This design comes from an exercise in tuning for small area, a short achievable clock period and few clock cycles on the open sky130 flow, not from production work.
Function was checked by simulation only, so behaviour that the tests miss may differ from the original.
No activity file was given, so power comes from the tool's default toggle rates.

<file path="design/flow/design.v">
module gt06_fsr (
    input  wire       clk,
    input  wire       rst,         
    input  wire       in_valid,
    input  wire [7:0] in_data,
    output wire       in_ready,
    input  wire [6:0] now_yy,
    input  wire [6:0] now_mo,
    input  wire [6:0] now_dd,
    input  wire [6:0] now_hh,
    input  wire [6:0] now_mi,
    input  wire [6:0] now_ss,
    output reg        out_valid,
    output reg  [7:0] out_data,
    output reg        out_last,
    output reg        out_rsp
);
    localparam N  = 260;         
    localparam M  = 10;          
    localparam K  = 4;           
    localparam NW = N / M;
    localparam NR = N / K;
    localparam Q  = 3;           
    localparam QB = 2;           
    localparam WA = 2;           
    localparam WB = 13;
    localparam RA = 5;           
    localparam RB = 13;
    function [7:0] bcd;
        input [6:0] v;
        reg [3:0] tens;
        reg [3:0] sub;
        begin
            if      (v >= 7'd90) begin tens = 4'd9; sub = 4'd10; end
            else if (v >= 7'd80) begin tens = 4'd8; sub = 4'd0;  end
            else if (v >= 7'd70) begin tens = 4'd7; sub = 4'd6;  end
            else if (v >= 7'd60) begin tens = 4'd6; sub = 4'd12; end
            else if (v >= 7'd50) begin tens = 4'd5; sub = 4'd2;  end
            else if (v >= 7'd40) begin tens = 4'd4; sub = 4'd8;  end
            else if (v >= 7'd30) begin tens = 4'd3; sub = 4'd14; end
            else if (v >= 7'd20) begin tens = 4'd2; sub = 4'd4;  end
            else if (v >= 7'd10) begin tens = 4'd1; sub = 4'd10; end
            else                 begin tens = 4'd0; sub = 4'd0;  end
            bcd = {tens, v[3:0] - sub};
        end
    endfunction
    function ack_id;
        input [7:0] p;
        begin
            case (p)
                8'h01, 8'h13, 8'h22, 8'h26, 8'h27,
                8'h28, 8'h2A, 8'hA0, 8'hA1, 8'hA4: ack_id = 1'b1;
                default:                            ack_id = 1'b0;
            endcase
        end
    endfunction
    function [15:0] crc_byte;
        input [15:0] c;
        input [7:0]  d;
        integer k;
        reg [15:0] r;
        begin
            r = c ^ {8'h00, d};
            for (k = 0; k < 8; k = k + 1)
                r = r[0] ? ((r >> 1) ^ 16'h8408) : (r >> 1);
            crc_byte = r;
        end
    endfunction
    reg        in_ready_r;
    reg        iq_v;
    reg  [7:0] iq_d;
    assign in_ready = in_ready_r;
    wire acc = in_valid & in_ready_r;
    reg [8*Q-1:0] wq;            
    reg [QB-1:0] wq_hd, wq_tl;
    reg [Q-1:0]  wq_th;          
    wire         wq_ne   = wq_th[0];
    wire         wq_full = wq_th[Q-1];
    reg        s_hunt, s_lenm, s_body;   
    reg        s_prev78;
    reg [8:0]  s_cnt;        
    reg        s_first;      
    reg        s_tc;         
    reg        s_len0;
    reg        s_pend5;      
    reg [2:0]  spill;        
    reg [41:0] tm;           
    reg  s_cnt1, s_cnt2;     
    wire b78    = (iq_d == 8'h78);
    wire tc_start  = iq_v && s_body && s_cnt1 && s_tc;
    reg        spill_on;     
    wire spill_psh = spill_on && !wq_full;
    reg        hold_r;       
    wire tc_next   = s_body && s_tc && !s_first && (iq_v ? s_cnt2 : s_cnt1);
    reg        iq_st;
    wire push   = spill_psh || iq_st;
    wire n_store = iq_v ? ((s_hunt && s_prev78 && b78) || s_lenm || (s_body && !s_cnt1))
                        : (s_lenm || s_body);
    wire [7:0] push_d = spill_on ? bcd(tm[41:35]) : iq_d;
    wire       spill_1 = (spill == 3'd1);
    wire frame_end = iq_v && s_body && s_cnt1;
    wire th_le_qm3 = !wq_th[Q-3];
    wire th_le_qm2 = !wq_th[Q-2];
    wire th_le_qm1 = !wq_th[Q-1];
    reg  room_ok;
    always @(*) begin
        case ({push, pop})
            2'b10:   room_ok = acc ? th_le_qm3 : th_le_qm2;
            2'b01:   room_ok = acc ? th_le_qm1 : 1'b1;
            default: room_ok = acc ? th_le_qm2 : th_le_qm1;
        endcase
    end
    wire commit = (frame_end && !s_len0) || (iq_v && s_hunt && s_pend5);
    reg [8*N-1:0] ring;
    reg [3:0]     wl;            
    reg [WA-1:0]  wa;
    reg [WB-1:0]  wb;
    reg [1:0]     rl;            
    reg [RA-1:0]  ra;
    reg [RB-1:0]  rb;
    reg [8:0]     occ;           
    reg           full_r;        
    reg           ne_r;          
    wire pop = wq_ne && (wl == 4'd0) && !full_r;
    wire [7:0] wdata = wq[8*wq_hd +: 8];
    wire ring_ok = (rl == 2'd0) && ne_r;
    wire rd;                     
    reg [7:0] rd_mux;
    integer j;
    always @(*) begin
        rd_mux = 8'h00;
        for (j = 0; j < NR; j = j + 1)
            if (ra[j / RB] && rb[j % RB]) rd_mux = rd_mux | ring[8*K*j +: 8];
    end
    genvar g;
    generate
        for (g = 0; g < N; g = g + 1) begin : slot
            if (g % M == 0) begin : wp
                always @(posedge clk)
                    ring[8*g +: 8] <= (pop && wa[g / M / WB] && wb[g / M % WB]) ? wdata
                                    : ring[8*((g+N-1)%N) +: 8];
            end else begin : sh
                always @(posedge clk)
                    ring[8*g +: 8] <= ring[8*(g-1) +: 8];
            end
        end
    endgenerate
    localparam FS_IDLE = 2'd0, FS_H1 = 2'd1, FS_BODY = 2'd2, FS_RSP = 2'd3;
    reg [1:0] f_state;
    reg [1:0] bcnt;              
    reg [8:0] rem;               
    reg [3:0] ridx;              
    reg       rsp_tc;
    reg [7:0] pid_r, s0_r, s1_r;
    reg       len_nz, len3, len4;    
    reg       pid_8a, pid_ack;
    reg [6:0] f_cc, f_sc;        
    wire      fp_nz = (f_cc != f_sc);
    reg       i_v, i_ring, i_crch, i_crcl, i_last, i_rsp, i_crc, i_init;
    reg       i_len, i_pid, i_body, i_s0, i_s1;
    reg [7:0] i_imm;
    reg [1:0] nf_state;
    reg       f_start;
    reg       n_rsp_tc;
    reg       w_ring;            
    wire last_body = bcnt[1] && (rem == 9'd1);
    wire has_rsp   = len_nz && (pid_8a || pid_ack);
    always @(*) begin
        i_v = 1'b0; i_ring = 1'b0; i_crch = 1'b0; i_crcl = 1'b0;
        i_last = 1'b0; i_rsp = 1'b0; i_crc = 1'b0; i_init = 1'b0;
        i_len = 1'b0; i_pid = 1'b0; i_body = 1'b0; i_s0 = 1'b0; i_s1 = 1'b0;
        i_imm = 8'h78;
        nf_state = f_state;
        f_start = 1'b0;
        n_rsp_tc = rsp_tc;
        case (f_state)
            FS_IDLE: begin
                if (fp_nz) begin
                    i_v = 1'b1;
                    f_start = 1'b1;
                    nf_state = FS_H1;
                end
            end
            FS_H1: begin
                i_v = 1'b1;
                nf_state = FS_BODY;
            end
            FS_BODY: begin
                i_ring = 1'b1; i_body = 1'b1;
                i_len = (bcnt == 2'd0);
                i_pid = (bcnt == 2'd1);
                i_s0  = bcnt[1] && (rem == 9'd6);
                i_s1  = bcnt[1] && (rem == 9'd5);
                if (ring_ok) begin
                    i_v = 1'b1;
                    if (last_body) begin
                        i_last = 1'b1;
                        n_rsp_tc = pid_8a;
                        nf_state = has_rsp ? FS_RSP : FS_IDLE;
                    end
                end
            end
            default: begin
                i_rsp = 1'b1;
                i_v   = 1'b1;
                if (rsp_tc) begin
                    case (ridx)
                        4'd0:  begin i_imm = 8'h78; i_init = 1'b1; end
                        4'd1:  i_imm = 8'h78;
                        4'd2:  begin i_imm = 8'h0B; i_crc = 1'b1; end
                        4'd3:  begin i_imm = 8'h8A; i_crc = 1'b1; end
                        4'd4, 4'd5, 4'd6, 4'd7, 4'd8, 4'd9: begin
                            i_v = ring_ok; i_ring = 1'b1; i_crc = 1'b1;
                        end
                        4'd10: begin i_imm = s0_r; i_crc = 1'b1; end
                        4'd11: begin i_imm = s1_r; i_crc = 1'b1; end
                        4'd12: i_crch = 1'b1;
                        4'd13: i_crcl = 1'b1;
                        4'd14: i_imm = 8'h0D;
                        default: begin i_imm = 8'h0A; i_last = 1'b1; end
                    endcase
                end else begin
                    case (ridx)
                        4'd0:  begin i_imm = 8'h78; i_init = 1'b1; end
                        4'd1:  i_imm = 8'h78;
                        4'd2:  begin i_imm = 8'h05; i_crc = 1'b1; end
                        4'd3:  begin i_imm = pid_r; i_crc = 1'b1; end
                        4'd4:  begin i_imm = s0_r; i_crc = 1'b1; end
                        4'd5:  begin i_imm = s1_r; i_crc = 1'b1; end
                        4'd6:  i_crch = 1'b1;
                        4'd7:  i_crcl = 1'b1;
                        4'd8:  i_imm = 8'h0D;
                        default: begin i_imm = 8'h0A; i_last = 1'b1; end
                    endcase
                end
                if (i_v && i_last) nf_state = FS_IDLE;
            end
        endcase
    end
    assign rd = w_ring && ring_ok;
    wire [3:0] n_ridx = (f_state != FS_RSP) ? 4'd0 : (i_v ? ridx + 4'd1 : ridx);
    wire n_w_ring = (nf_state == FS_BODY) ||
                    (nf_state == FS_RSP && n_rsp_tc &&
                     n_ridx >= 4'd4 && n_ridx <= 4'd9);
    reg        q_v, q_ring, q_crch, q_crcl, q_last, q_rsp, q_crc, q_init;
    reg        q_len, q_pid, q_body;
    reg [7:0]  q_imm;
    reg        q_s0, q_s1;
    reg [7:0]  rd_q;
    reg [15:0] crc;
    wire [15:0] crc_o = ~crc;
    wire [7:0] cdn = q_ring ? rd_q : q_imm;
    wire [7:0] odn = q_crch ? crc_o[15:8] :
                     q_crcl ? crc_o[7:0] : cdn;
    wire       q_bb = q_v && q_body;
    wire       rd_body = rd && (f_state == FS_BODY);
    wire       is_s0 = q_bb && ((q_len && rd_q == 8'h03) || (q_pid && len4) || q_s0);
    wire       is_s1 = q_bb && ((q_len && rd_q == 8'h02) || (q_pid && len3) || q_s1);
    integer qi;
    always @(posedge clk) begin
        rd_q     <= rd_mux;
        out_data <= odn;
        out_last <= q_last;
        out_rsp  <= q_rsp;
        iq_d     <= in_data;
        if (!hold_r)
            tm <= {now_yy, now_mo, now_dd, now_hh, now_mi, now_ss};
        else if (spill_psh)
            tm <= {tm[34:0], 7'd0};
        if (push) wq[8*wq_tl +: 8] <= push_d;
        if (iq_v && s_lenm) begin
            s_cnt   <= {1'b0, iq_d} + 9'd2;
            s_cnt1  <= 1'b0;
            s_cnt2  <= (iq_d == 8'h00);
            s_len0  <= (iq_d == 8'h00);
            s_first <= 1'b1;
        end
        if (iq_v && s_body) begin
            s_first <= 1'b0;
            s_cnt   <= s_cnt - 9'd1;
            s_cnt1  <= s_cnt2;
            s_cnt2  <= (s_cnt == 9'd3);
        end
        if (iq_v && s_body && s_first) s_tc <= (iq_d == 8'h8A) && !s_len0;
        q_ring <= i_ring; q_crch <= i_crch; q_crcl <= i_crcl;
        q_last <= i_last; q_rsp <= i_rsp; q_crc <= i_crc & i_v;
        q_init <= i_init & i_v;
        q_len <= i_len; q_pid <= i_pid; q_body <= i_body;
        q_imm <= i_imm; q_s0 <= i_s0; q_s1 <= i_s1;
        if (q_init) crc <= 16'hFFFF;
        else if (q_crc) crc <= crc_byte(crc, cdn);
        if (q_bb && q_len) begin
            len_nz <= (rd_q != 8'h00);
            len3   <= (rd_q == 8'h03);
            len4   <= (rd_q == 8'h04);
            rem    <= {1'b0, rd_q} + (rd_body ? 9'd1 : 9'd2);
        end else if (rd_body && bcnt != 2'd0) begin
            rem    <= rem - 9'd1;
        end
        if (q_bb && q_pid) begin
            pid_r   <= rd_q;
            pid_8a  <= (rd_q == 8'h8A);
            pid_ack <= ack_id(rd_q);
        end
        if (f_start) begin
            s0_r <= 8'h78;
            s1_r <= 8'h78;
        end else begin
            if (is_s0) s0_r <= rd_q;
            if (is_s1) s1_r <= rd_q;
        end
        rsp_tc <= n_rsp_tc;
        ridx   <= n_ridx;
        if (f_state == FS_H1) bcnt <= 2'd0;
        else if (rd_body && !bcnt[1]) bcnt <= bcnt + 2'd1;
        if (rst) begin
            in_ready_r <= 1'b1;
            iq_v      <= 1'b0;
            s_hunt    <= 1'b1;
            s_lenm    <= 1'b0;
            s_body    <= 1'b0;
            s_prev78  <= 1'b0;
            s_pend5   <= 1'b0;
            spill     <= 3'd0;
            spill_on  <= 1'b0;
            hold_r    <= 1'b0;
            w_ring    <= 1'b0;
            wq_hd     <= 0;
            wq_tl     <= 0;
            wq_th     <= 0;
            wl        <= 4'd0;
            wa        <= 1;
            wb        <= 1;
            rl        <= 2'd3;
            ra        <= 1 << (RA - 1);
            rb        <= 1 << (RB - 1);
            occ       <= 9'd0;
            full_r    <= 1'b0;
            ne_r      <= 1'b0;
            f_state   <= FS_IDLE;
            f_cc      <= 7'd0;
            f_sc      <= 7'd0;
            iq_st     <= 1'b0;
            q_v       <= 1'b0;
            out_valid <= 1'b0;
        end else begin
            iq_v  <= acc;
            iq_st <= acc && n_store;
            if (iq_v) begin
                if (s_hunt) begin
                    if (s_pend5) s_pend5 <= 1'b0;
                    if (s_prev78 && b78) begin
                        s_hunt   <= 1'b0;
                        s_lenm   <= 1'b1;
                        s_prev78 <= 1'b0;
                    end else begin
                        s_prev78 <= b78;
                    end
                end
                if (s_lenm) begin
                    s_lenm  <= 1'b0;
                    s_body  <= 1'b1;
                end
                if (s_body) begin
                    if (s_cnt1) begin
                        s_body  <= 1'b0;
                        s_hunt  <= 1'b1;
                        s_pend5 <= s_len0;
                    end
                end
            end
            hold_r <= (acc && tc_next) || tc_start ||
                      (spill_on && !(spill_1 && spill_psh));
            spill_on <= tc_start || (spill_on && !(spill_1 && spill_psh));
            if (tc_start)       spill <= 3'd6;
            else if (spill_psh) spill <= spill - 3'd1;
            if (push) wq_tl <= (wq_tl == Q - 1) ? 0 : wq_tl + 1;
            if (pop)  wq_hd <= (wq_hd == Q - 1) ? 0 : wq_hd + 1;
            if (push && !pop)      wq_th <= {wq_th[Q-2:0], 1'b1};
            else if (pop && !push) wq_th <= {1'b0, wq_th[Q-1:1]};
            in_ready_r <= !(acc && tc_next) && !tc_start &&
                          (!spill_on || (spill_1 && spill_psh)) &&
                          room_ok;
            if (!pop) begin
                wl <= (wl == M - 1) ? 4'd0 : wl + 4'd1;
                if (wl == M - 1) begin
                    wb <= {wb[WB-2:0], wb[WB-1]};
                    if (wb[WB-1]) wa <= {wa[WA-2:0], wa[WA-1]};
                end
            end
            if (!rd) begin
                rl <= rl + 2'd1;
                if (rl == 2'd3) begin
                    rb <= {rb[RB-2:0], rb[RB-1]};
                    if (rb[RB-1]) ra <= {ra[RA-2:0], ra[RA-1]};
                end
            end
            if (pop && !rd)      occ <= occ + 9'd1;
            else if (rd && !pop) occ <= occ - 9'd1;
            full_r <= (pop && !rd && occ == N - 1) || (full_r && !rd);
            ne_r   <= pop || (ne_r && !(rd && occ == 9'd1));
            f_state <= nf_state;
            if (commit)  f_cc <= f_cc + 7'd1;
            if (f_start) f_sc <= f_sc + 7'd1;
            w_ring <= n_w_ring;
            q_v       <= i_v;
            out_valid <= q_v;
        end
    end
endmodule
</file>
<file path="design/flow/flow/run.sh">
#!/bin/bash
set -euo pipefail
export BUFFER_PORTS_ARGS="-buffer_cell sky130_fd_sc_hd__buf_4"
export SETUP_SLACK_MARGIN=6.9
export CTS_ARGS="-sink_clustering_enable -repair_clock_nets -buf_list sky130_fd_sc_hd__clkbuf_16 -sink_clustering_size 30 -sink_clustering_max_diameter 80 -sink_buffer_max_cap_derate 1.0"
bash standard.sh > run_standard.log 2>&1
</file>
<file path="design/flow/standard.sh">
#!/bin/bash
# synth_recipe.tcl (not shown) runs the flow's synth.tcl, then flattens the netlist and writes it again
# the make line also repeats each setting of config.mk as NAME=value (left out here)
make -C /OpenROAD-flow-scripts/flow DESIGN_CONFIG=/design/flow/config.mk WORK_HOME=/design/flow/orfs CLKGATE_MAP_FILE= SYNTH_SCRIPT=/design/flow/synth_recipe.tcl "${@:-finish}"
</file>
<file path="design/flow/config.mk">
export PLATFORM = sky130hd
export DESIGN_NAME = gt06_fsr
export DESIGN_NICKNAME = gt06_fsr
export VERILOG_FILES = /design/flow/design.v
export SDC_FILE = /design/flow/constraint.sdc
export NUM_CORES = 4
export LEC_CHECK = 0
export CAP_MARGIN = 20
export CORE_MARGIN = 2
export CORE_UTILIZATION = 65
export CTS_BUF_LIST = sky130_fd_sc_hd__clkbuf_8 sky130_fd_sc_hd__clkbuf_16
export CTS_CLUSTER_DIAMETER = 50
export CTS_CLUSTER_SIZE = 20
export SLEW_MARGIN = 20
</file>
<file path="design/flow/constraint.sdc">
create_clock -name core_clock -period 10.0 [get_ports {clk}]
set_input_delay 2.0000 -clock core_clock [delete_from_list [all_inputs] [get_ports {clk}]]
set_output_delay 2.0000 -clock core_clock [all_outputs]
set_load 0.01 [all_outputs]
</file>
==> key figures, run 1 <==
Route
  • WL met1: between 50000 and 60000 um
  • DRT iter0 DRCs: ~2900
  • DRT Pass-1 Iters: 8
  • Number of vias per cell: 5.483
  • Vias: between 30000 and 40000
  • Wire per inst: roughly 22 um
  • Metal3 WL: around 7000 um
  • ANT nets after route: 0
  • Max Used Layer: met4
  • Final wirelength: around 130000 um
  • Metal2 WL: ~56000 um
  • Remaining DRCs: 0

Yosys
  • EDFF count, synth: slightly above 100
  • Post-synth top area cell: dfxtp_1
  • Synth top area cells: dfxtp_1 (75%), edfxtp_1 (5.1%), nand2_1 (2.2%), a22oi_1 (1.7%), o21ai_0 (1.6%)
  • Share of the synthesized area in the top cell type: 0.7517
  • Largest family of logic cells by synthesized area: compound AO/OA/AOI/OAI gates
  • Avg Inst Size Synth: about 14 um2
  • Mapped Nets: ~4500
  • Netlist Area Pre-Place: 60050 um2
  • Async S/R FF share, synth: 0
  • Synth Area in Adders: 0.007084
  • Share of the yosys chip area belonging to registers: 0.8022
  • Synth Area in XOR/XNOR: 0.01211
  • Yosys warnings: 1
  • Post-synthesis register bit count: around 2400
  • Synth Area in Compound Gates: 0.07951
  • Multiplexer area fraction after synthesis: 0.01694
  • Ys flop type: dfxtp_1
  • Synth Instances: about 4400
  • Most frequent cell after synthesis: dfxtp_1
  • Top post-synthesis cells by count: dfxtp_1 (2255), nand2_1 (351), o21ai_0 (188)
  • Synth cell types: 84
  • Simple-gate share of the synthesized area: 0.06507

Timing
  • Measured slew at the worst slew-check pin: 1.046 ns
  • WHS: between 0.3 and 0.4 ns
  • Final hold viol count: 0
  • Fin crit period: around 3.2 ns
  • RSZ-0062 raised after global routing: true
  • Final Setup Violations: 0
  • Final setup TNS: 0 ns
  • Max Freq: roughly 0.32 GHz
  • Ratio of final minimum period to clock period: 0.3164
  • Max-slew violation count: 0
  • Fin Clk Skew: 0.03409 ns
  • Slew headroom: 0.3026

Worst setup path
  • CP max-delay cell: dfxtp_2
  • FF-to-FF Start: wl[0]
  • WS Path Type: register to output port
  • Crit path buffers/inverters: 1
  • R2R Setup Slk: 6.96 ns
  • Critical path launch point: in_ready_r
  • Worst Reg-to-Reg Cells: 6
  • CP Data Arrival Time: about 1.2 ns
  • Worst Path Required: 8.00 ns
  • Crit-path max FO: 2
  • Critical-path cell list: buf_6
  • CP endpoint kind: output port
  • Largest stage delay, worst path: around 0.35 ns
  • CP Capture Point: in_ready
  • Worst r2r dst: ring[1684]
  • Instance count on the critical path: 1
  • Critical path startpoint category: register
  • Cell family with most CP delay: flip-flops

Placed design
  • Port Buffer Count: 64
  • Post-DP HPWL: roughly 75000 um
  • Final RePlAce weighted congestion: between 0.8 and 0.9

GRT
  • First-pass GRT wire length: 184900 um
  • Largest net degree at the start of global routing: 82
  • Overflow after GRT: 0
  • Vias in the first global route: just under 30000
  • Initial antenna violation count: 3
  • Gr usage total: 0.2642

Die
  • Die W: just over 300 um
  • Starting density of the core: 0.6551
  • DIE HEIGHT: slightly above 300 um
  • Num ports: 65
  • Die area: between 90000 and 100000 um2
  • Core area: 91660 um2
  • Number of core rows: 111

Power
  • Maximum vdd drop: between 0.00015 and 0.0002 V
  • Design Power: approximately 14 mW
  • Power Density: 223.8 nW/um2
  • LEAKAGE: between 20 and 25 nW

Final layout
  • Antenna diodes: 0
  • Area Growth Syn to Fin: 6.901%
  • Layout Nets: between 4000 and 5000
  • Share of cells above drive strength 1: 0.07578
  • # fillers: around 6500

Outcome
  • Status: timing/DRC/antenna clean

Min path
  • Hold WC Path Type: register to register

Run
  • Max-cap violations: 0

Clock network
  • Maximum buffer depth of the clock tree: 3
  • Clock input transition at the sequential cells of the worst setup and hold paths: 0.11 ns
  • CTS tree: built
  • # H-tree levels: 3
  • Skew-Pair Late Insertion Delay: roughly 0.72 ns
  • Clock buffer count from CTS: 90
  • Hold_buf cts: 0
  • Clock sinks: between 2000 and 2500
  • CTS Root Cell: clkbuf_16
[cells by family after synthesis]
kind of cell	after synthesis
compound gates	738
xor+xnor	83
fa+ha+maj	33
buf+inv	262
flops	2356
mux	97
simple gates	850
[routing by layer]
layer | global-route usage | vias up
met5 | 0 | -
met1 | 0.3867 | 15060
met4 | 0.06273 | 0
met2 | 0.4131 | 744
met3 | 0.04508 | 167
li1 | - | 14850
[worst min path at each step]
stage                     startpoint         end  cells past startpoint
after floorplan               q_last    out_last                      0
after global placement     ring[502]   ring[510]                      0
after detailed placement  ring[1213]  ring[1221]                      0
after CTS                 ring[1174]  ring[1182]                      0
after global routing       ring[336]   ring[344]                      0
final                     ring[1496]  ring[1504]                      0
[through the flow]
stage	worst slack (ns)	utilization	std cells	cell area, um2
after floorplan	7.000	-	4419	60060
after global placement	6.696	0.6718	5506	61580
after detailed placement	6.709	0.6718	5506	61580
after CTS	6.780	0.6996	5617	64120
after global routing	6.740	0.7004	5620	64200
final	6.836	0.7004	5620	64200
[registers in the layout (all words and copies together) (netlist names), 8 cells and up]
name / count
wb: 13
pid_r: 8
crc: 16
tm: 42
occ: 9
rb: 13
iq_d: 8
out_data: 8
rem: 9
ring: 2080
s0_r: 8
s_cnt: 9
wq: 24
s1_r: 8
rd_q: 8
q_imm: 8
[power breakdown]
part / switching (mW) / internal (mW) / leakage [nW]
clock network: 2.68 / 1.71 / 1.25
registers: 0.0834 / 9.52 / 19.2
logic: 0.216 / 0.160 / 4.15
[cell type report]
type | count | area [um2] | share of cell area
clock buffers | 93 | 2327 | 0.03625
clock inverters | 18 | 166.4 | 0.002592
well taps | 1186 | 1484 | 0.02312
flip-flops and latches | 2356 | 48210 | 0.7510
multi-input cells | 1801 | 10960 | 0.1707
inverters | 66 | 247.7 | 0.003859
repair buffers | 100 | 803.3 | 0.01251
[layout by cell type, fill, tap and decap left out, drive strengths merged, types with 10 or more instances in the layout]
master	instances
nor2b	19
a31oi	11
inv	80
and2	10
nand3	126
buf	100
and3	19
nor2	160
dfxtp	2255
o22ai	25
nand4	43
a22oi	139
nor4	11
or2	20
xor2	37
ha	30
mux2	37
nand2	370
nor3	25
mux2i	60
xnor2	46
o21ai	253
a22o	63
nand2b	16
a222oi	27
clkbuf	93
a21oi	138
a221oi	24
edfxtp	101
[repair_timing]
item	in CTS	in global routing
gates resized for setup	17	17
pin swaps	0	1
endpoints found under the setup margin	22	92
buffers inserted	0	2
endpoints found under the hold margin	0	0
Testbench counts, summed over its fixed seeds: cycles 38,273.
==> run 2, diff against run 1 <==
--- a/design/flow/config.mk
+++ b/design/flow/config.mk
@@ -7,7 +7,7 @@
 export LEC_CHECK = 0
 export CAP_MARGIN = 20
 export CORE_MARGIN = 2
-export CORE_UTILIZATION = 65
+export CORE_UTILIZATION = 75
 export CTS_BUF_LIST = sky130_fd_sc_hd__clkbuf_8 sky130_fd_sc_hd__clkbuf_16
 export CTS_CLUSTER_DIAMETER = 50
 export CTS_CLUSTER_SIZE = 20
==> run 2 against run 1 <==
  * Area after synthesis did not move
  * Highest routed layer unchanged
  * Sequential power hardly changed
  * Still clean on timing, DRC and antenna
  * Critical path depth is the same
  * Total power about the same
  * Critical path type unchanged
  * Core utilization grew 11 points
  * Final area down 0.33%
  * First-iteration DRC count is 8.2% higher
==> key figures, run 2 <==
Yosys
  • Ys flop type: dfxtp_1
  • Async S/R FF share, synth: 0
  • Top post-synthesis cells by count: dfxtp_1 (2255), nand2_1 (351), o21ai_0 (188)
  • Synth cell types: 84
  • Most frequent cell after synthesis: dfxtp_1
  • Share of the synthesized area in the top cell type: 0.7517
  • Synth top area cells: dfxtp_1 (75%), edfxtp_1 (5.1%), nand2_1 (2.2%), a22oi_1 (1.7%), o21ai_0 (1.6%)
  • Mapped Nets: 4504
  • EDFF count, synth: a little over 100
  • Yosys warnings: 1
  • Netlist Area Pre-Place: ~60000 um2
  • Synth Instances: ~4400
  • Post-synth top area cell: dfxtp_1
  • Post-synthesis register bit count: between 2000 and 2500
  • Avg Inst Size Synth: between 10 and 15 um2
  • Share of the yosys chip area belonging to registers: 0.8022

Route
  • ANT nets after route: 0
  • Final wirelength: roughly 130000 um
  • Vias: between 30000 and 40000
  • Wire per inst: 24.00 um
  • DRT iter0 DRCs: between 3000 and 4000
  • DRT Pass-1 Iters: 6
  • Remaining DRCs: 0
  • Number of vias per cell: approximately 5.9

Final layout
  • Largest register FFs: around 2100
  • Top Registers: ring (2080), tm (42), wq (24)
  • Commonest non-fill, non-tap cell in the layout: dfxtp_1
  • Commonest cells after routing, fill and taps aside: dfxtp_1 (2224), nand2_1 (347), o21ai_0 (186)
  • Layout Nets: between 4000 and 5000
  • Area Growth Syn to Fin: 6.546%
  • # fillers: roughly 4300
  • Top reg by flops: ring
  • Share of cells above drive strength 1: 0.07479

Power
  • Power Density: between 200 and 250 nW/um2
  • LEAKAGE: 24.53 nW
  • Maximum vdd drop: 0.0002217 V
  • Design Power: 14.36 mW

Timing
  • Final setup TNS: 0 ns
  • Max-slew violation count: 0
  • Measured slew at the worst slew-check pin: between 1 and 1.5 ns
  • Slew headroom: 0.3034
  • Ratio of final minimum period to clock period: 0.3140
  • Fin crit period: between 3 and 4 ns
  • Final Setup Violations: 0
  • Max Freq: 0.3185 GHz
  • Fin Clk Skew: 0.03749 ns
  • Final hold viol count: 0
  • RSZ-0062 raised after global routing: true
  • Final setup margin: 6.860 ns

Clock network
  • Maximum buffer depth of the clock tree: 3
  • CTS tree: built
  • Clock buffer count from CTS: about 90
  • # H-tree levels: 3
  • Hold_buf cts: 0
  • Clock sinks: 2356
  • CTS Root Cell: clkbuf_16
  • Clock input transition at the sequential cells of the worst setup and hold paths: about 0.11 ns
  • Skew-Pair Late Insertion Delay: slightly above 0.7 ns

Placed design
  • Port Buffer Count: 64
  • Final RePlAce weighted congestion: between 0.8 and 0.9
  • Post-DP HPWL: roughly 76000 um
  • Place WS: about 6.7 ns

GRT
  • Vias in the first global route: 31710
  • Overflow after GRT: 0
  • Gr usage total: 0.3183
  • Largest net degree at the start of global routing: a little over 80
  • Initial antenna violation count: 1
  • First-pass GRT wire length: about 190000 um

Worst setup path
  • Largest stage delay, worst path: about 0.34 ns
  • Worst Path Required: about 8 ns
  • Critical path startpoint category: register
  • Critical-path cell list: buf_6
  • WS Path Type: register to output port
  • CP endpoint kind: output port
  • Crit-path max FO: 2
  • CP Data Arrival Time: 1.14 ns
  • CP max-delay cell: dfxtp_2
  • Cell family with most CP delay: flip-flops
  • Crit path buffers/inverters: 1

Die
  • Core area: 79130 um2
  • Number of core rows: approximately 100
  • DIE HEIGHT: between 200 and 300 um
  • Die area: 82350 um2
  • Starting density of the core: 0.7589
  • Num ports: 65
  • Die W: approximately 290 um

Outcome
  • Status: timing/DRC/antenna clean

Min path
  • Hold WC Path Type: register to register

Run
  • Max-cap violations: 0
## run 2: cell counts after synthesis
No cell type changed its count.
## run 2: final cells by class
type | count | area (um2) | share of cell area
Antenna cell | 1 | 2.502 | 0.00003911
Clock buffer | 91 | 2277 | 0.03559
Clock inverter | 15 | 193.9 | 0.003031
Inverter | 66 | 251.5 | 0.003931
Multi-Input combinational cell | 1801 | 10960 | 0.1712
Sequential cell | 2356 | 48220 | 0.7535
Tap cell | 1050 | 1314 | 0.02053
Timing Repair Buffer | 97 | 773.2 | 0.01208
## run 2: worst paths after layout
| check | slack [ns] | to | startpoint | cells after the start |
|---|---|---|---|---|
| setup / recovery | 6.86 | in_ready | in_ready_r | 1 |
| hold / removal | 0.31 | ring[1746] | ring[1738] | 0 |
| setup reg to reg | 6.87 | ring[647] | wl[0] | 7 |
| hold reg to reg | 0.31 | ring[1746] | ring[1738] | 0 |
## run 2: logic make-up after synthesis
kind of cell               Yosys count  synth area share
adders and majority gates           33          0.007084
buffers and inverters              262           0.01706
AOI/OAI and AO/OA                  738           0.07951
DFF                               2356            0.8022
xor gates and xnor gates            83           0.01211
muxes                               97           0.01694
and+or+nand+nor                    850           0.06507
## run 2: timing repair
action,in CTS,in global routing
cloned,0,0
setup endpoints to repair,13,80
setup buffers,1,0
gates resized for setup,21,14
## run 2: power breakdown
part / switching (mW) / leakage, nW / internal (mW)
logic: 0.217 / 4.15 / 0.160
clock network: 2.69 / 1.22 / 1.69
registers: 0.0884 / 19.2 / 9.52
## run 2: stage by stage
stage	util	cell area [um2]	instances	hold WS (ns)
finish	0.8086	63980	5477	0.3134
global route	0.8086	63980	5476	0.3280
CTS	0.8080	63930	5476	0.3145
detailed placement	0.7759	61400	5369	0.3121
global placement	0.7759	61400	5369	0.3095
floorplan	-	60060	4419	0.3096
## run 2: layer usage
metal	GRT usage	vias up	share of wire
met2	0.5036	1200	0.46
met4	0.1137	0	0.034
met1	0.4470	15780	0.43
met3	0.05698	256	0.071
li1	-	14850	-
met5	0	-	0
==> run 3, diff against run 2 <==
==> design/flow/flow/run.sh (replaced) <==
#!/bin/bash
set -euo pipefail
export BUFFER_PORTS_ARGS="-buffer_cell sky130_fd_sc_hd__buf_4"
export SETUP_SLACK_MARGIN=6.9
export CTS_ARGS="-sink_clustering_enable -repair_clock_nets -buf_list {sky130_fd_sc_hd__clkbuf_8 sky130_fd_sc_hd__clkbuf_16} -root_buf sky130_fd_sc_hd__clkbuf_16 -sink_clustering_size 24 -sink_clustering_max_diameter 60 -sink_clustering_levels 1"
bash standard.sh > run_standard.log 2>&1
--- a/design/flow/config.mk
+++ b/design/flow/config.mk
@@ -7,7 +7,7 @@
 export LEC_CHECK = 0
 export CAP_MARGIN = 20
 export CORE_MARGIN = 2
-export CORE_UTILIZATION = 75
+export CORE_UTILIZATION = 65
 export CTS_BUF_LIST = sky130_fd_sc_hd__clkbuf_8 sky130_fd_sc_hd__clkbuf_16
 export CTS_CLUSTER_DIAMETER = 50
 export CTS_CLUSTER_SIZE = 20
==> run 3 against run 2 <==
  * Still clean
  * First-iteration DRC count fell by 4.9%
  * Area after synthesis stayed put
  * Global-route usage decreased by 4.9 points
  * Sequential power hardly changed
  * Fmax shrank 1.6%
  * Core utilization decreased by 9.0 points
  * Clock skew shrank 0.0070 ns
  * Final area rose by 3.0%
  * Combinational power about the same
  * Critical endpoint unchanged
  * Largest cell class unchanged
  * Largest power group unchanged
  * Highest routed layer unchanged
==> key figures, run 3 <==
Clock network
  • Clock buffer count from CTS: between 100 and 150
  • Skew-Pair Late Insertion Delay: 0.74 ns
  • Hold_buf cts: 0
  • Clock input transition at the sequential cells of the worst setup and hold paths: 0.08 ns
  • # H-tree levels: 4
  • Maximum buffer depth of the clock tree: 3
  • CTS tree: built
  • Clock sinks: about 2400
  • CTS Root Cell: clkbuf_16

Route
  • Number of vias per cell: between 5 and 6
  • Metal3 WL: 8681 um
  • Max Used Layer: met4
  • WL met1: around 60000 um
  • Metal2 WL: between 50000 and 60000 um
  • ANT nets after route: 0
  • Wire per inst: 22.32 um
  • Remaining DRCs: 0
  • DRT iter0 DRCs: 2976
  • Final wirelength: roughly 130000 um
  • DRT Pass-1 Iters: 7
  • Vias: between 30000 and 40000

Placed design
  • Place WS: around 6.7 ns
  • Port Buffer Count: 64
  • Final RePlAce weighted congestion: between 0.8 and 0.9
  • Post-DP HPWL: around 75000 um

Timing
  • Max-slew violation count: 0
  • Final Setup Violations: 0
  • Fin crit period: about 3.2 ns
  • Final hold viol count: 0
  • RSZ-0062 raised after global routing: true
  • Fin Clk Skew: 0.03052 ns
  • Ratio of final minimum period to clock period: 0.3192
  • Slew headroom: 0.3035
  • Final setup TNS: 0 ns
  • Final setup margin: approximately 7 ns
  • Measured slew at the worst slew-check pin: 1.037 ns
  • Max Freq: 0.3133 GHz

Yosys
  • Ys flop type: dfxtp_1
  • Mapped Nets: ~4500
  • Share of the synthesized area in the top cell type: 0.7517
  • Post-synthesis register bit count: around 2400
  • Netlist Area Pre-Place: approximately 60000 um2
  • Yosys warnings: 1
  • Most frequent cell after synthesis: dfxtp_1
  • Top post-synthesis cells by count: dfxtp_1 (2255), nand2_1 (351), o21ai_0 (188)
  • Synth Instances: 4419
  • Synth cell types: 84
  • Synth top area cells: dfxtp_1 (75%), edfxtp_1 (5.1%), nand2_1 (2.2%), a22oi_1 (1.7%), o21ai_0 (1.6%)
  • Avg Inst Size Synth: 13.59 um2
  • Async S/R FF share, synth: 0
  • Post-synth top area cell: dfxtp_1
  • EDFF count, synth: approximately 100
  • Share of the yosys chip area belonging to registers: 0.8022

Power
  • Maximum vdd drop: around 0.0002 V
  • Design Power: roughly 16 mW
  • LEAKAGE: 25.40 nW
  • Power Density: ~240 nW/um2

GRT
  • Overflow after GRT: 0
  • Initial antenna violation count: 4
  • Gr usage total: 0.2693
  • First-pass GRT wire length: 186800 um
  • Largest net degree at the start of global routing: between 80 and 90
  • Vias in the first global route: ~30000

Final layout
  • # fillers: 6223
  • Largest register FFs: 2080
  • Final core occ: 0.7189
  • Top reg by flops: ring
  • Layout Nets: around 4500
  • Commonest non-fill, non-tap cell in the layout: dfxtp_1
  • Area Growth Syn to Fin: 9.728%
  • Commonest cells after routing, fill and taps aside: dfxtp_1 (2226), nand2_1 (344), o21ai_0 (187)
  • Top Registers: ring (2080), tm (42), wq (24)
  • Share of cells above drive strength 1: 0.09352

Run
  • Max-cap violations: 0

Worst setup path
  • CP max-delay cell: dfxtp_2
  • Crit-path max FO: 2
  • CP Data Arrival Time: approximately 1.2 ns
  • Cell family with most CP delay: flip-flops
  • Largest stage delay, worst path: roughly 0.34 ns
  • WS Path Type: register to output port
  • Crit path buffers/inverters: 1
  • CP endpoint kind: output port
  • Worst Path Required: approximately 8.0 ns
  • Critical path startpoint category: register
  • Critical-path cell list: buf_6

Die
  • Core area: ~92000 um2
  • Num ports: 65
  • Die W: between 300 and 400 um
  • DIE HEIGHT: just over 300 um
  • Number of core rows: 111
  • Starting density of the core: 0.6551
  • Die area: between 90000 and 100000 um2

Min path
  • Hold WC Path Type: register to register

Outcome
  • Status: timing/DRC/antenna clean
-- run 3: per-layer routing --
metal  vias to the layer above  global-route usage
li1                      15000                   -
met1                     15020              0.3798
met2                       859              0.4139
met3                       203             0.05552
met4                         0             0.09870
met5                         -                   0
-- run 3: worst paths after layout --
kind                to  startpoint  slack (ns)  depth (start not counted)
max           in_ready  in_ready_r        6.81                          1
min          ring[474]   ring[466]        0.31                          0
max reg2reg     w_ring     ridx[0]        7.15                          8
min reg2reg  ring[474]   ring[466]        0.31                          0
-- run 3: cell type report --
cell class              count  area [um2]  area share
diodes                      1       2.502  0.00003798
well taps                1186        1484     0.02252
clock inverters            58       690.7     0.01048
multi-input cells        1801       10960      0.1663
clock buffers             142        3497     0.05307
repair buffers            100       803.3     0.01219
flip-flops and latches   2356       48210      0.7317
inverters                  66       247.7    0.003760
-- run 3: per-stage QoR --
stage / area [um2] / hold slack, ns / instances
floorplan: 60060 / 0.3096 / 4419
global placement: 61580 / 0.3095 / 5506
detailed placement: 61580 / 0.3121 / 5506
CTS: 65820 / 0.3154 / 5706
global route: 65890 / 0.3153 / 5709
finish: 65890 / 0.3098 / 5710
-- run 3: cell families (layout without fill, tap and decap cells) --
family	after synthesis	count (layout)	share of synthesized area
compound gates	738	738	0.07951
xor+xnor	83	83	0.01211
flops	2356	2356	0.8022
buf+inv	262	366	0.01706
mux	97	97	0.01694
other cells	0	1	0
fa+ha+maj	33	33	0.007084
simple gates	850	850	0.06507
-- run 3: what timing repair did --
item / in CTS / in global routing
gates resized for setup: 18 / 17
pin swaps: 0 / 1
endpoints found under the setup margin: 22 / 99
endpoints found under the hold margin: 0 / 0
setup buffers: 0 / 2
-- run 3: worst reg2reg max path: stages (launching register included) --
cell and delay (ns):
dfxtp_1 0.41, inv_1 0.11, ha_1 0.42, or4_4 0.66, a32oi_4 0.26, a21oi_2 0.14
or4_1 0.49, a21boi_1 0.16, o21ai_1 0.08
-- run 3: power by group --
part	leakage [nW]	total, mW	internal (mW)	switching [mW]
sequential	19.2	9.60	9.51	0.0837
combinational	4.15	0.377	0.160	0.217
clock	2.09	5.79	2.81	2.97
==> run 4, diff against run 3 <==
==> design/flow/flow/run.sh (replaced) <==
#!/bin/bash
# Layout flow: the standard layout (standard.sh, which runs the standard
# synthesis unchanged and the ORFS steps), with three changes to how the
# layout is optimised. The constraints (constraint.sdc) are not touched.
#  - Port buffers: buffer_ports inserts sky130_fd_sc_hd__buf_4 cells instead
#    of the default (slow) delay-buffer cell. Every port keeps its buffer.
#  - Timing repair aims for a larger setup slack than the 10 ns clock needs.
#  - Clock tree: clkbuf_16 buffers with larger sink clusters (30 sinks,
#    80 um), so fewer clock buffers; all flip-flops get the same tree.
# Tool output goes to run_standard.log here; ORFS also keeps its per-step
# logs under orfs/logs.
set -euo pipefail
export BUFFER_PORTS_ARGS="-buffer_cell sky130_fd_sc_hd__buf_4"
export CTS_ARGS="-sink_clustering_enable -repair_clock_nets -buf_list sky130_fd_sc_hd__clkbuf_16 -sink_clustering_size 30 -sink_clustering_max_diameter 80 -sink_buffer_max_cap_derate 1.0"
bash standard.sh > run_standard.log 2>&1
==> run 4 against run 3 <==
  * Still clean
  * Final area is 2.9% lower
  * Via count down 0.35%
  * Combinational power down 2%
  * Cell count decreased by 1.8%
  * Core utilization is 2.1 points lower
  * Sequential power about the same
  * Critical path depth is the same
  * Clock power is 25% lower
  * Clock skew up 0.0064 ns
  * Non-clock buffer count fell by 7
  * Register-to-register slack lost 0.31 ns
  * Clock-buffer cell count decreased by 49
  * Largest power group unchanged
==> key figures, run 4 <==
Outcome
  • Status: timing/DRC/antenna clean

Clock network
  • Maximum buffer depth of the clock tree: 3
  • Clock input transition at the sequential cells of the worst setup and hold paths: around 0.11 ns
  • Clock buffer count from CTS: 90
  • Skew-Pair Late Insertion Delay: ~0.7 ns
  • Clock sinks: ~2400
  • # H-tree levels: 3
  • Hold_buf cts: 0
  • CTS Root Cell: clkbuf_16
  • CTS tree: built
  • Postcts setup bufs: 0
  • Post-CTS sizing: 0

Die
  • Die W: about 310 um
  • Core area: between 90000 and 100000 um2
  • DIE HEIGHT: between 300 and 400 um
  • Die area: 94840 um2
  • Num ports: 65
  • Starting density of the core: 0.6551
  • Number of core rows: 111

Final layout
  • Area Growth Syn to Fin: 6.590%
  • Final cell count without fillers: 5610
  • Final core occ: 0.6983
  • Multi-input combinational cell area: 10920 um2
  • Top reg by flops: ring
  • Top Registers: ring (2080), tm (42), wq (24)
  • Share of cells above drive strength 1: 0.06917
  • Antenna diodes: 0
  • Layout Nets: between 4000 and 5000
  • Largest register FFs: 2080
  • Reg area: between 40000 and 50000 um2
  • # fillers: approximately 6400
  • Commonest non-fill, non-tap cell in the layout: dfxtp_1
  • Commonest cells after routing, fill and taps aside: dfxtp_1 (2236), nand2_1 (351), o21ai_0 (187)

Placed design
  • Final RePlAce weighted congestion: approximately 0.81
  • Post-DP HPWL: approximately 76000 um
  • Port Buffer Count: 64
  • Cells after DPL: roughly 5500

GRT
  • GR peak layer: met2
  • Overflow after GRT: 0
  • Met2 usage: 0.4085
  • First-pass GRT wire length: ~190000 um
  • Initial antenna violation count: 4
  • Largest net degree at the start of global routing: between 80 and 90
  • Met1 Use GR: 0.3943
  • Gr usage total: 0.2659
  • M3 GR Usage: 0.04494
  • Vias in the first global route: around 30000

Worst setup path
  • CP Data Arrival Time: around 1.2 ns
  • Crit-path max FO: 3
  • Critical path startpoint category: register
  • CP endpoint kind: output port
  • CP max-delay cell: dfxtp_1
  • Critical-path cell list: buf_4
  • Worst Path Required: roughly 8 ns
  • Largest stage delay, worst path: around 0.39 ns
  • WS Path Type: register to output port
  • Cell family with most CP delay: flip-flops
  • Crit path buffers/inverters: 1

Route
  • ANT nets after route: 0
  • DRT iter0 DRCs: roughly 3200
  • Number of vias per cell: ~5.5
  • Vias: roughly 31000
  • Remaining DRCs: 0
  • Wire per inst: about 23 um
  • Final wirelength: 126200 um
  • DRT Pass-1 Iters: 7

Yosys
  • Post-synthesis register bit count: between 2000 and 2500
  • Synth cell types: 84
  • Async S/R FF share, synth: 0
  • Simple-gate share of the synthesized area: 0.06507
  • Share of the synthesized area in the top cell type: 0.7517
  • Most frequent cell after synthesis: dfxtp_1
  • Avg Inst Size Synth: approximately 14 um2
  • Yosys warnings: 1
  • Synth Area in Compound Gates: 0.07951
  • Netlist Area Pre-Place: ~60000 um2
  • Multiplexer area fraction after synthesis: 0.01694
  • Mapped Nets: 4504
  • Top post-synthesis cells by count: dfxtp_1 (2255), nand2_1 (351), o21ai_0 (188)
  • Ys flop type: dfxtp_1
  • Synth Instances: between 4000 and 5000
  • Post-synth top area cell: dfxtp_1
  • Synth Area in Adders: 0.007084
  • Synth top area cells: dfxtp_1 (75%), edfxtp_1 (5.1%), nand2_1 (2.2%), a22oi_1 (1.7%), o21ai_0 (1.6%)
  • Largest family of logic cells by synthesized area: compound AO/OA/AOI/OAI gates
  • Synth Area in XOR/XNOR: 0.01211
  • Share of the yosys chip area belonging to registers: 0.8022
  • EDFF count, synth: just over 100

Timing
  • WHS: 0.3280 ns
  • RSZ-0062 raised after global routing: false
  • Max-slew violation count: 0
  • Max Freq: between 0.3 and 0.4 GHz
  • Fin crit period: roughly 3.2 ns
  • Ratio of final minimum period to clock period: 0.3218
  • Final Setup Violations: 0
  • Final setup TNS: 0 ns
  • Final hold viol count: 0
  • Slew headroom: 0.2855
  • Fin Clk Skew: about 0.037 ns
  • Measured slew at the worst slew-check pin: between 1 and 1.5 ns

Min path
  • Hold WC Path Type: register to register

Power
  • Comb pwr share: 0.026
  • Design Power: 14.32 mW
  • Flop pwr share: 0.671
  • LEAKAGE: approximately 24 nW
  • Sw Share: 0.2054
  • Net Switching: about 3 mW
  • Pint: 11.38 mW
  • Power Density: about 220 nW/um2
  • Maximum vdd drop: between 0.0002 and 0.00025 V
  • Clock power frac: 0.304

Run
  • Max-cap violations: 0
run 4: layout make-up:
class | instances | area share
Sequential cell | 2356 | 0.7530
Multi-Input combinational cell | 1801 | 0.1705
Clock buffer | 93 | 0.03636
Tap cell | 1186 | 0.02318
Timing Repair Buffer | 93 | 0.01091
Inverter | 66 | 0.003870
Clock inverter | 15 | 0.002150
run 4: cells by family (layout without fill, tap and decap cells):
kind of cell,count (synthesis),after routing
adder cells (fa/ha/maj),33,33
XOR/XNOR,83,83
AO/OA/AOI/OAI,738,738
AND/OR/NAND/NOR,850,850
flip-flops,2356,2356
buffers and inverters,262,267
multiplexers,97,97
run 4: routing by layer:
layer	vias up	wire [um]
met4	0	3155
met3	178	7705
met5	-	0
met2	863	55560
met1	15080	59830
li1	14840	-
run 4: power groups by stage:
stage	Combinational, mW	Clock [mW]	Sequential, mW
6_report	0.371	4.35	9.60
5_1_grt	0.409	4.74	9.62
4_1_cts	0.374	4.42	9.60
3_5_place_dp	0.371	0	9.82
3_3_place_gp	0.366	0	9.81
2_1_floorplan	0.275	0	9.77
run 4: path summary, 6_finish.rpt:
kind                    from   endpoint  slack (ns)  cells past startpoint
setup / recovery  in_ready_r   in_ready        6.78                      1
hold reg to reg    ring[887]  ring[895]        0.33                      0
hold / removal     ring[887]  ring[895]        0.33                      0
setup reg to reg      tm[38]      wq[3]        6.84                     12
run 4: metrics by stage:
step	area, um2	worst slack [ns]
global placement	61550	6.724
finish	64010	6.782
floorplan	60050	5.607
global route	64010	6.509
detailed placement	61550	6.687
CTS	64010	6.729
run 4: worst register-to-register path, stage by stage, from the launching register on:
cell	delay (ns)
edfxtp_1	0.53
nor2b_1	0.20
o21ai_0	0.20
o21a_1	0.15
o21ai_0	0.07
a221oi_1	0.52
ha_1	0.25
inv_1	0.05
fa_1	0.35
inv_1	0.08
a21oi_1	0.04
nor3b_1	0.33
o32ai_1	0.15
==> run 5, diff against run 4 <==
--- a/design/flow/flow/run.sh
+++ b/design/flow/flow/run.sh
@@ -11,5 +11,6 @@
 # logs under orfs/logs.
 set -euo pipefail
 export BUFFER_PORTS_ARGS="-buffer_cell sky130_fd_sc_hd__buf_4"
+export SETUP_SLACK_MARGIN=6.9
 export CTS_ARGS="-sink_clustering_enable -repair_clock_nets -buf_list sky130_fd_sc_hd__clkbuf_16 -sink_clustering_size 30 -sink_clustering_max_diameter 80 -sink_buffer_max_cap_derate 1.0"
 bash standard.sh > run_standard.log 2>&1
--- a/design/flow/config.mk
+++ b/design/flow/config.mk
@@ -7,7 +7,7 @@
 export LEC_CHECK = 0
 export CAP_MARGIN = 20
 export CORE_MARGIN = 2
-export CORE_UTILIZATION = 65
+export CORE_UTILIZATION = 55
 export CTS_BUF_LIST = sky130_fd_sc_hd__clkbuf_8 sky130_fd_sc_hd__clkbuf_16
 export CTS_CLUSTER_DIAMETER = 50
 export CTS_CLUSTER_SIZE = 20
==> run 5 against run 4 <==
  * Clock power is 4% higher
  * Highest routed layer is now met5
  * Still clean on timing, DRC and antenna
  * Flip-flop and latch count stayed put
  * Routed wire length rose by 1.0%
  * Total power is 1.2% higher
  * Largest cell class unchanged
  * Non-clock buffer count increased by 7
  * Register-to-register slack gained 0.04 ns
  * Sequential power about the same
  * Clock skew is 0.0020 ns lower
  * Core utilization decreased by 10 points
  * Cell count increased by 4.4%
==> key figures, run 5 <==
GRT
  • Gr usage total: 0.2250
  • Initial antenna violation count: 2
  • First-pass GRT wire length: approximately 190000 um
  • Vias in the first global route: 28570
  • Largest net degree at the start of global routing: between 80 and 90
  • Overflow after GRT: 0

Worst setup path
  • Crit path buffers/inverters: 1
  • CP Data Arrival Time: 1.17 ns
  • WS Path Type: register to output port
  • Critical-path cell list: buf_6
  • Largest stage delay, worst path: around 0.34 ns
  • CP max-delay cell: dfxtp_2
  • Crit-path max FO: 2
  • Critical path startpoint category: register
  • CP endpoint kind: output port
  • Worst Path Required: 8.00 ns
  • Cell family with most CP delay: flip-flops

Power
  • Power Density: 224.3 nW/um2
  • Clock power frac: 0.311
  • LEAKAGE: 24.62 nW
  • Flop pwr share: 0.662
  • Pint: between 10 and 15 mW
  • Net Switching: around 3.1 mW
  • Sw Share: 0.2118
  • Comb pwr share: 0.027
  • Maximum vdd drop: about 0.00017 V

Min path
  • Hold WC Path Type: register to register

Yosys
  • Synth top area cells: dfxtp_1 (75%), edfxtp_1 (5.1%), nand2_1 (2.2%), a22oi_1 (1.7%), o21ai_0 (1.6%)
  • Most frequent cell after synthesis: dfxtp_1
  • Post-synth top area cell: dfxtp_1
  • Share of the yosys chip area belonging to registers: 0.8022
  • Synth Instances: approximately 4400
  • EDFF count, synth: about 100
  • Async S/R FF share, synth: 0
  • Share of the synthesized area in the top cell type: 0.7517
  • Yosys warnings: 1
  • Top post-synthesis cells by count: dfxtp_1 (2255), nand2_1 (351), o21ai_0 (188)
  • Synth cell types: 84
  • Post-synthesis register bit count: 2356
  • Mapped Nets: 4504
  • Avg Inst Size Synth: ~14 um2
  • Ys flop type: dfxtp_1
  • Netlist Area Pre-Place: 60050 um2

Route
  • Final wirelength: between 100000 and 150000 um
  • Metal2 WL: 56070 um
  • Vias: about 31000
  • Remaining DRCs: 0
  • Metal3 WL: approximately 6900 um
  • Max Used Layer: met5
  • Number of vias per cell: approximately 5.2
  • WL met1: approximately 61000 um
  • Wire per inst: roughly 22 um
  • DRT iter0 DRCs: 2494
  • ANT nets after route: 0
  • DRT Pass-1 Iters: 6

Die
  • Die area: around 110000 um2
  • Die W: roughly 330 um
  • DIE HEIGHT: 334.4 um
  • Num ports: 65
  • Starting density of the core: 0.5532
  • Core area: 108600 um2
  • Number of core rows: around 120

Final layout
  • Area Growth Syn to Fin: 7.582%
  • Commonest non-fill, non-tap cell in the layout: dfxtp_1
  • Commonest cells after routing, fill and taps aside: dfxtp_1 (2225), nand2_1 (347), o21ai_0 (186)
  • Layout Nets: 4502
  • Top Registers: ring (2080), tm (42), wq (24)
  • Share of cells above drive strength 1: 0.07723
  • Final instance area: about 65000 um2
  • Top reg by flops: ring
  • Largest register FFs: 2080
  • # fillers: 8632

Clock network
  • Clock buffer count from CTS: between 90 and 100
  • Hold_buf cts: 0
  • Clock input transition at the sequential cells of the worst setup and hold paths: 0.11 ns
  • Clock sinks: 2356
  • CTS Root Cell: clkbuf_16
  • # H-tree levels: 3
  • Skew-Pair Late Insertion Delay: ~0.7 ns
  • CTS tree: built
  • Maximum buffer depth of the clock tree: 3

Timing
  • Fin crit period: 3.165 ns
  • Final hold viol count: 0
  • Max-slew violation count: 0
  • Final Setup Violations: 0
  • Final setup TNS: 0 ns
  • Fin Clk Skew: roughly 0.035 ns
  • Ratio of final minimum period to clock period: 0.3165
  • Measured slew at the worst slew-check pin: between 1 and 1.5 ns
  • RSZ-0062 raised after global routing: true
  • Slew headroom: 0.2904
  • Max Freq: 0.3159 GHz

Placed design
  • Post-DP Area: 61880 um2
  • Post-DP HPWL: 74860 um
  • Port Buffer Count: between 60 and 70
  • Final RePlAce weighted congestion: 0.7868

Run
  • Max-cap violations: 0

Outcome
  • Status: timing/DRC/antenna clean
==> run 5: logic make-up after synthesis <==
| group | synth area share |
|---|---|
| xor+xnor | 0.01211 |
| simple gates | 0.06507 |
| fa+ha+maj | 0.007084 |
| compound gates | 0.07951 |
| mux | 0.01694 |
| buf+inv | 0.01706 |
| flops | 0.8022 |
==> run 5: power groups by stage <==
| stage | clock network [mW] | registers (mW) | logic, mW |
|---|---|---|---|
| after global placement | 0 | 9.81 | 0.380 |
| after CTS | 4.62 | 9.59 | 0.386 |
| after detailed placement | 0 | 9.81 | 0.381 |
| final | 4.51 | 9.59 | 0.386 |
| after floorplan | 0 | 9.77 | 0.275 |
| after global routing | 4.93 | 9.61 | 0.421 |
==> run 5: what timing repair did <==
| item | CTS | global route |
|---|---|---|
| setup endpoints to repair | 12 | 99 |
| gates resized for setup | 18 | 16 |
| buffers inserted | 1 | 1 |
==> run 5: layer usage <==
layer	vias to the layer above	track usage
met2	667	0.3474
met1	14910	0.3277
met3	134	0.03990
met4	2	0.06067
li1	14850	-
met5	-	0
==> run 5: worst paths after layout <==
kind                                 start    endpoint  slack [ns]  cells past startpoint
worst max-delay path            in_ready_r    in_ready        6.83                      1
worst min-delay path             ring[115]   ring[123]        0.31                      0
worst max register to register       wl[0]  ring[1840]        6.88                      7
worst min register to register   ring[115]   ring[123]        0.31                      0
==> run 5: area by class of cell <==
type / instances / area (um2) / area share
inverter: 66 / 251.5 / 0.003893
multi-input combinational: 1801 / 10960 / 0.1697
timing repair buffer: 100 / 795.8 / 0.01232
sequential: 2356 / 48210 / 0.7463
clock inverter: 25 / 279.0 / 0.004319
clock buffer: 93 / 2327 / 0.03602
antenna: 2 / 5.005 / 0.00007747
tap: 1414 / 1769 / 0.02738
==> run 5: per-stage QoR <==
step | hold slack, ns | total power [mW] | std cells | setup WS (ns) | util
after floorplan | 0.3096 | 10.05 | 4419 | 7.000 | -
after global placement | 0.3096 | 10.19 | 5735 | 6.699 | 0.5700
after detailed placement | 0.3121 | 10.19 | 5735 | 6.694 | 0.5700
after CTS | 0.3234 | 14.60 | 5854 | 6.781 | 0.5946
after global routing | 0.3216 | 14.96 | 5855 | 6.661 | 0.5951
final | 0.3143 | 14.49 | 5857 | 6.835 | 0.5952
==> run 6, diff against run 5 <==
--- a/design/flow/config.mk
+++ b/design/flow/config.mk
@@ -7,8 +7,10 @@
 export LEC_CHECK = 0
 export CAP_MARGIN = 20
 export CORE_MARGIN = 2
-export CORE_UTILIZATION = 55
+export CORE_UTILIZATION = 65
 export CTS_BUF_LIST = sky130_fd_sc_hd__clkbuf_8 sky130_fd_sc_hd__clkbuf_16
 export CTS_CLUSTER_DIAMETER = 50
 export CTS_CLUSTER_SIZE = 20
+export GPL_ROUTABILITY_DRIVEN = 0
+export GPL_TIMING_DRIVEN = 0
 export SLEW_MARGIN = 20
==> run 6 against run 5 <==
  * Still clean
  * Clock power shrank 2%
  * Cell count is 1.0% lower
  * Final area is 0.57% higher
  * Fmax down 4.0%
  * Clock skew is 0.0034 ns higher
  * Die area shrank 15%
  * Worst hold slack got worse by 0.0059 ns
  * Sequential power barely moved
  * Register-to-register slack got worse by 0.18 ns
  * Flip-flop and latch count did not move
  * Routed wire length is 18% higher
  * Combinational power rose by 16%
==> key figures, run 6 <==
Power
  • Power Density: ~220 nW/um2
  • Net Switching: approximately 3 mW
  • Flop pwr share: 0.662
  • Pint: between 10 and 15 mW
  • Sw Share: 0.2115
  • Comb pwr share: 0.031
  • Maximum vdd drop: roughly 0.00018 V
  • LEAKAGE: between 20 and 25 nW
  • Clock power frac: 0.307

Route
  • Number of vias per cell: roughly 5.7
  • Vias: between 30000 and 40000
  • ANT nets after route: 0
  • DRT Pass-1 Iters: 7
  • Remaining DRCs: 0
  • DRT iter0 DRCs: around 3800
  • Wire per inst: between 20 and 30 um
  • Final wirelength: 150300 um

Timing
  • Measured slew at the worst slew-check pin: ~1.3 ns
  • Final hold viol count: 0
  • Max Freq: between 0.3 and 0.4 GHz
  • Max-slew violation count: 0
  • Slew headroom: 0.1458
  • Ratio of final minimum period to clock period: 0.3297
  • Final setup TNS: 0 ns
  • Fin crit period: roughly 3.3 ns
  • WHS: about 0.3 ns
  • RSZ-0062 raised after global routing: true
  • Fin Clk Skew: around 0.038 ns
  • Final Setup Violations: 0

Final layout
  • Final instance area: ~65000 um2
  • Reg area: just under 50000 um2
  • Largest register FFs: 2080
  • Layout Nets: around 4700
  • Multi-input combinational cell area: around 11000 um2
  • Area Growth Syn to Fin: 8.196%
  • # fillers: around 6400
  • Commonest cells after routing, fill and taps aside: dfxtp_1 (2244), nand2_1 (350), o21ai_0 (184)
  • Commonest non-fill, non-tap cell in the layout: dfxtp_1
  • Share of cells above drive strength 1: 0.08096
  • Top Registers: ring (2080), tm (42), wq (24)
  • Top reg by flops: ring

Die
  • Die area: approximately 95000 um2
  • Core area: ~92000 um2
  • Num ports: 65
  • DIE HEIGHT: a little over 300 um
  • Starting density of the core: 0.6551
  • Number of core rows: ~110
  • Die W: 308.0 um

Placed design
  • Post-DP HPWL: about 100000 um
  • Port Buffer Count: 63
  • Post-DP Area: ~62000 um2

Yosys
  • EDFF count, synth: ~100
  • Avg Inst Size Synth: about 14 um2
  • Synth cell types: between 80 and 90
  • Yosys warnings: 1
  • Synth Instances: 4419
  • Mapped Nets: about 4500
  • Synth top area cells: dfxtp_1 (75%), edfxtp_1 (5.1%), nand2_1 (2.2%), a22oi_1 (1.7%), o21ai_0 (1.6%)
  • Ys flop type: dfxtp_1
  • Share of the yosys chip area belonging to registers: 0.8022
  • Post-synthesis register bit count: 2356
  • Top post-synthesis cells by count: dfxtp_1 (2255), nand2_1 (351), o21ai_0 (188)
  • Synth Area in XOR/XNOR: 0.01211
  • Share of the synthesized area in the top cell type: 0.7517
  • Most frequent cell after synthesis: dfxtp_1
  • Simple-gate share of the synthesized area: 0.06507
  • Synth Area in Compound Gates: 0.07951
  • Synth Area in Adders: 0.007084
  • Async S/R FF share, synth: 0
  • Largest family of logic cells by synthesized area: compound AO/OA/AOI/OAI gates
  • Post-synth top area cell: dfxtp_1
  • Netlist Area Pre-Place: 60050 um2
  • Multiplexer area fraction after synthesis: 0.01694

Clock network
  • # H-tree levels: 3
  • Skew-Pair Late Insertion Delay: around 0.74 ns
  • Clock sinks: approximately 2400
  • Maximum buffer depth of the clock tree: 3
  • CTS tree: built
  • Hold_buf cts: 0
  • Clock buffer count from CTS: slightly above 90
  • CTS Root Cell: clkbuf_16
  • Clock input transition at the sequential cells of the worst setup and hold paths: 0.11 ns

Run
  • Max-cap violations: 0

Worst setup path
  • WS Path Type: register to register
  • Crit-path max FO: 10
  • Critical-path cell list: clkbuf_2 -> clkdlybuf4s15_2 -> nand3_1 -> nand4_1 -> a2111oi_1 -> nand4_1
  • Crit path buffers/inverters: 2
  • CP max-delay cell: nand4_1
  • Worst Path Required: around 10 ns
  • Largest stage delay, worst path: between 0.5 and 0.6 ns
  • CP Data Arrival Time: about 3.7 ns
  • Critical path startpoint category: register
  • Critical Path Most Common Cell: nand4_1
  • CP endpoint kind: register
  • Cell family with most CP delay: simple AND/OR/NAND/NOR gates

GRT
  • First-pass GRT wire length: ~210000 um
  • Vias in the first global route: approximately 31000
  • Overflow after GRT: 0
  • Initial antenna violation count: 7
  • Largest net degree at the start of global routing: 32
  • Gr usage total: 0.3163

Min path
  • Hold WC Path Type: register to register

Outcome
  • Status: timing/DRC/antenna clean
-- run 6: cell counts after synthesis --
Identical to the previous run, type by type.
-- run 6: power by group through the flow --
stage                     Clock (mW)  Sequential (mW)  Combinational, mW
after floorplan                    0             9.77              0.275
after global placement             0             9.79              0.422
after detailed placement           0             9.79              0.433
after CTS                       4.49             9.57              0.439
after global routing            4.80             9.59              0.476
final                           4.44             9.58              0.447
-- run 6: per-layer routing --
metal  vias to the layer above  GRT usage  share of wire
met5                         -          0       0.000086
met4                         2    0.09711          0.036
met3                       278    0.06727          0.092
met2                      1368     0.4632           0.42
met1                     16130     0.4731           0.45
li1                      15210          -              -
-- run 6: worst paths after layout --
| path | start | end | slack (ns) | cells past startpoint |
|---|---|---|---|---|
| worst min-delay path | ring[1608] | ring[1616] | 0.31 | 0 |
| worst min register to register | ring[1608] | ring[1616] | 0.31 | 0 |
| worst max-delay path | ra[1] | rd_q[5] | 6.70 | 6 |
| worst max register to register | ra[1] | rd_q[5] | 6.70 | 6 |
-- run 6: cells by family (layout without fill, tap and decap cells) --
| kind of cell | count (synthesis) | in the layout |
|---|---|---|
| compound gates | 738 | 738 |
| xor+xnor | 83 | 83 |
| fa+ha+maj | 33 | 33 |
| buf+inv | 262 | 450 |
| flops | 2356 | 2356 |
| mux | 97 | 97 |
| other cells | 0 | 3 |
| simple gates | 850 | 850 |
-- run 6: cell type report --
cell class / count / share of cell area
sequential: 2356 / 0.7417
multi-input combinational: 1801 / 0.1685
clock buffer: 93 / 0.03582
tap: 1186 / 0.02284
buffer: 196 / 0.01356
timing repair buffer: 73 / 0.01049
inverter: 66 / 0.003871
clock inverter: 22 / 0.003158
antenna: 3 / 0.0001155
-- run 6: repair_timing --
| action | CTS | global route |
|---|---|---|
| pin swaps | 1 | 5 |
| setup endpoints to repair | 50 | 49 |
| resized for setup | 31 | 55 |
| cloned | 0 | 0 |
| setup buffers | 1 | 2 |
-- run 6: per-stage QoR --
| step | setup slack [ns] | std cells | utilization | power, mW |
|---|---|---|---|---|
| finish | 6.703 | 5796 | 0.7088 | 14.47 |
| floorplan | 7.000 | 4419 | - | 10.05 |
| global placement | 5.689 | 5668 | 0.6765 | 10.21 |
| detailed placement | 5.639 | 5675 | 0.6789 | 10.22 |
| global route | 6.792 | 5793 | 0.7088 | 14.86 |
| CTS | 6.795 | 5791 | 0.7077 | 14.50 |

-- separate check: timing with driven ports --
The flow's constraints put no driver on any port. The routed layouts listed below were extracted and timed again, unchanged, in two steps.
Step 1 (the two cells are an assumption about what drives the block):
set clk [get_ports {clk}]
set_driving_cell -lib_cell sky130_fd_sc_hd__clkbuf_16 $clk
set_driving_cell -lib_cell sky130_fd_sc_hd__buf_2 [delete_from_list [all_inputs] $clk]
Step 2 adds t to the input delays and takes it off the output delays; t is the mean of the earliest and latest rising clock arrival at the registers after step 1. Input paths then give back, and output paths get back, about the clock's delay inside the block.
a / b / c = no drivers / after step 1 / after step 2; a / b = the first two.
run	shift t [ns]	setup WS [ns]	clock arrival spread, ns	pins driven straight from the clock port
run 1	0.773	6.836 / 6.768 / 6.694	0.040 / 0.040	1
run 2	0.756	6.860 / 6.796 / 6.675	0.042 / 0.042	1
run 3	0.797	6.808 / 6.743 / 6.675	0.037 / 0.037	1
run 4	0.752	6.782 / 6.714 / 6.702	0.039 / 0.039	1
run 5	0.770	6.835 / 6.767 / 6.721	0.035 / 0.035	1
run 6	0.780	6.703 / 6.703 / 6.331	0.055 / 0.055	1
After both steps setup and hold are still met in every run listed. For run 6, which loses most, drivers alone change the setup slack by 0.000 ns; drivers and shift together by -0.372 ns.
